Source: an optimization exercise on an open RTL-to-GDS flow (aim: small area). Production flows keep margins and buffers that such runs may drop. Where RTL was checked, it was by simulation tests only, not by an equivalence proof against the original. Power and IR drop assume default switching activity.

## dht22_ctrl
module dht22_ctrl #(
    parameter integer CLKS_PER_US     = 3,
    parameter integer START_LOW_US    = 2000,
    parameter integer MIN_INTERVAL_MS = 10,
    parameter integer ACK_TIMEOUT_US  = 200,
    parameter integer CAL_TIMEOUT_US  = 200,
    parameter integer LEAD_SLACK_US   = 30,
    parameter integer SETTLE_US       = 40,
    parameter integer CLASS_THRESH_US = 40,
    parameter integer CAL_MAX_BITS    = 40
) (
    input  wire        clk,
    input  wire        rst,
    input  wire        bus_req,
    input  wire        bus_we,
    input  wire [3:0]  bus_addr,
    input  wire [31:0] bus_wdata,
    output wire        bus_ack,
    output reg  [31:0] bus_rdata,
    input  wire        line_in,
    output reg         line_oe,
    output reg         line_out
);
    localparam [2:0] PH_IDLE      = 3'd0;
    localparam [2:0] PH_START_LOW = 3'd1;
    localparam [2:0] PH_W_RESP    = 3'd2;
    localparam [2:0] PH_W_ACKL    = 3'd3;
    localparam [2:0] PH_W_ACKH    = 3'd4;
    localparam [2:0] PH_W_LEAD    = 3'd5;
    localparam [2:0] PH_SETTLE    = 3'd6;
    localparam [2:0] PH_W_HIGH    = 3'd7;
    localparam [2:0] OP_BEGIN   = 3'd1;
    localparam [2:0] OP_RECOVER = 3'd2;
    localparam [2:0] OP_READ    = 3'd3;
    localparam [2:0] OP_MEASURE = 3'd4;
    localparam [2:0] OP_START   = 3'd5;
    reg [1:0]  pre;             
    reg [9:0]  us_lfsr;         
    reg [31:0] now_ms;
    reg [3:0]  ecnt;            
    reg [2:0]  phase;
    reg        mode;
    reg [2:0]  op;
    reg [10:0] cnt;
    reg [5:0]  bitcnt;
    reg        pend_valid;
    reg [2:0]  pend_cmd;
    reg        done;
    reg        e_cal, e_dec;    
    reg [2:0]  e_g;
    reg        cached;
    reg        ovr;
    reg        ill;
    reg [1:0]  lstate;
    reg        recovering;
    reg        cal_done;
    reg        ts_valid;
    reg [31:0] last_start_ms;
    reg [7:0]  p_ackl, p_ackh, p_lead, p_h1;
    reg [5:0]  p_h0;
    reg [7:0]  c_ackl, c_ackh, c_lead, c_h1;
    reg [5:0]  c_h0;
    reg        seen0, seen1;
    reg [39:0] acc;
    reg [39:0] frame;
    reg        frame_valid;
    reg [7:0]  cs_calc;
    reg        fr_w, cs_w;      
  ...
Settings: LEC_CHECK=0, CAP_MARGIN=20, CORE_MARGIN=2, CORE_UTILIZATION=65, SLEW_MARGIN=20; clock period 10.0 ns.
standard.sh (not shown) runs the stock make flow with config.mk's settings and CLKGATE_MAP_FILE= SYNTH_SCRIPT=/design/flow/synth_recipe.tcl, a recipe that flattens the netlist after the stock synthesis.
==> flow/flow/run.sh <==
#!/bin/bash
# Layout flow: the standard synthesis, then the combinational logic between
# the registers is re-mapped by ABC for area (registers, their names and cell
# types are kept), then the standard layout from that netlist, with the
# ports buffered by the smallest buffer and a clock tree of small buffers.
# Each tool's output goes to a log file here.
set -euo pipefail
here=$(pwd)
res=$here/orfs/results/$FLOW_PLATFORM/dht22_ctrl/base
lib=$FLOW_HOME/platforms/$FLOW_PLATFORM/lib/sky130_fd_sc_hd__tt_025C_1v80.lib
yosys_bin=$FLOW_HOME/../tools/install/yosys/bin/yosys
[[ -x $yosys_bin ]] || yosys_bin=yosys

# 1. standard synthesis
bash standard.sh synth > synth.log 2>&1

# 2. area re-mapping of the combinational logic
dont_use=""
for c in $(sed -n '/^export DONT_USE_CELLS/,/^$/p' $FLOW_HOME/platforms/$FLOW_PLATFORM/config.mk | tr -d '\\' | tr ' ' '\n' | grep '^sky130'); do
  dont_use="$dont_use -dont_use $c"
done
cp $res/1_2_yosys.v $here/synth_standard.v
cat > reopt.ys <<EOY
read_liberty -ignore_miss_func $lib
read_verilog $here/synth_standard.v
hierarchy -top $FLOW_TOP
setattr -mod -set keep_hierarchy 1 sky130_fd_sc_hd__dfxtp_1 sky130_fd_sc_hd__dfxtp_2 sky130_fd_sc_hd__dfxtp_4 sky130_fd_sc_hd__edfxtp_1 sky130_fd_sc_hd__conb_1
flatten
opt_clean -purge
abc -liberty $lib $dont_use -script $here/flow/area.abc
splitnets
opt_clean -purge
hilomap -singleton -hicell sky130_fd_sc_hd__conb_1 HI -locell sky130_fd_sc_hd__conb_1 LO
select $FLOW_TOP
insbuf -buf sky130_fd_sc_hd__buf_4 A X
write_verilog -noattr -nohex -nodec -selected $here/synth_reopt.v
EOY
$yosys_bin -s reopt.ys > reopt.log 2>&1
cp $here/synth_reopt.v $res/1_2_yosys.v
rm -f $res/1_synth.odb $res/1_synth.sdc

# 3. layout
export BUFFER_PORTS_ARGS="-buffer_cell sky130_fd_sc_hd__buf_1"
export CTS_ARGS="-sink_clustering_enable -repair_clock_nets -dont_use_dummy_load -buf_list sky130_fd_sc_hd__clkbuf_4 -sink_clustering_size 10 -sink_clustering_max_diameter 40"
bash standard.sh > layout.log 2>&1
==> flow/flow/area.abc <==
strash
&get -n
&fraig -x
&put
scorr
dc2
dc2
strash
&get -n
&syn2
&dc2
&dch -f
&nf -R 1000
&put
Change:
--- a/flow/design.v
+++ b/flow/design.v
@@ -65,20 +65,20 @@
     reg [39:0] frame;
     reg        frame_valid;
     reg [7:0]  cs_calc;
     reg        fr_w, cs_w;      
     reg        line_meta, line_sync;
     wire tick = pre[1];
     wire s    = line_sync;
     wire us_wrap = (us_lfsr == 10'b1010110010);
     wire [31:0] now_inc = now_ms + 32'd1;
-    wire        now_hits_last = (now_inc == last_start_ms);
-    wire interval_busy = ts_valid & ~(ecnt[3] & ecnt[1]);   
+    wire        now_eq_last = (now_ms == last_start_ms);
+    wire interval_busy = ts_valid & (~(ecnt[3] & ecnt[1]) | now_eq_last);
     wire idle = (phase == PH_IDLE);
     wire busy = pend_valid | ~idle;
     wire [2:0] dstate = idle ? {1'b0, lstate} : (mode ? 3'd2 : 3'd4);
     assign bus_ack = bus_req & ~tick & ~rst;
     wire   bus_wr  = bus_ack & bus_we;
     wire [10:0] c = cnt + 11'd1;
     wire [7:0]  d = c[7:0];
     wire c_start = &{c[10:6], c[4]};                     
     wire c_settle = c[5] & c[3];                         
@@ -389,20 +389,20 @@
                             done  <= 1'b1;
                             phase <= PH_IDLE;
                         end
                     end
                 endcase
                 if (ts_set) begin
                     last_start_ms <= now_ms;
                     ecnt          <= {3'd0, us_wrap};
                 end else if (us_wrap) begin
-                    if (now_hits_last)
-                        ecnt <= 4'd0;
+                    if (now_eq_last)
+                        ecnt <= 4'd1;
                     else if (!(ecnt[3] & ecnt[1]))
                         ecnt <= ecnt + 4'd1;
                 end
             end
         end
     end
     always @(posedge clk) begin
         if (bus_wr && bus_addr == 4'h0 && !busy)
             pend_cmd <= bus_wdata[2:0];
Effect: Combinational power climbs by about 9%; setup slack gets worse by 0.40 ns; hold slack gets worse by 0.035 ns; final area drops by about 4%; power hardly moves; clock skew climbs by 0.0097 ns; non-clock buffer count drops by 6; core utilization drops by 0.15 points; clock power drops by about 2%; die area drops by 4.1%.
Only the layout flow was run in the second run of this note; the RTL was not checked for function there.

-- what the ideal ports hide --
No port has a modelled driver above. Below, the same layouts with a new extraction and two added sets of constraints. Step 1: set_driving_cell puts a clkbuf_16 on clk and a buf_2 on each other input, an assumption about the parent block. Step 2 moves the port delays by t, midway between the first and last clock arrival at a register: inputs arrive t later, outputs are due t later. That takes back most of the time a late clock gives input paths. Three values: ideal ports, drivers, drivers and shift; two values: the first two.
| run | t (ns) | setup WS [ns] | worst data-port slew with drivers (ns) |
|---|---|---|---|
| the first run | 0.708 | 3.619 / 3.547 / 3.547 | 0.07 |
| the second run | 0.674 | 3.224 / 3.201 / 3.201 | 0.07 |
After both steps setup and hold are still met in every run listed. The setup slack of the first run, which loses most, moves by -0.072 ns with the drivers and by -0.072 ns with both steps.
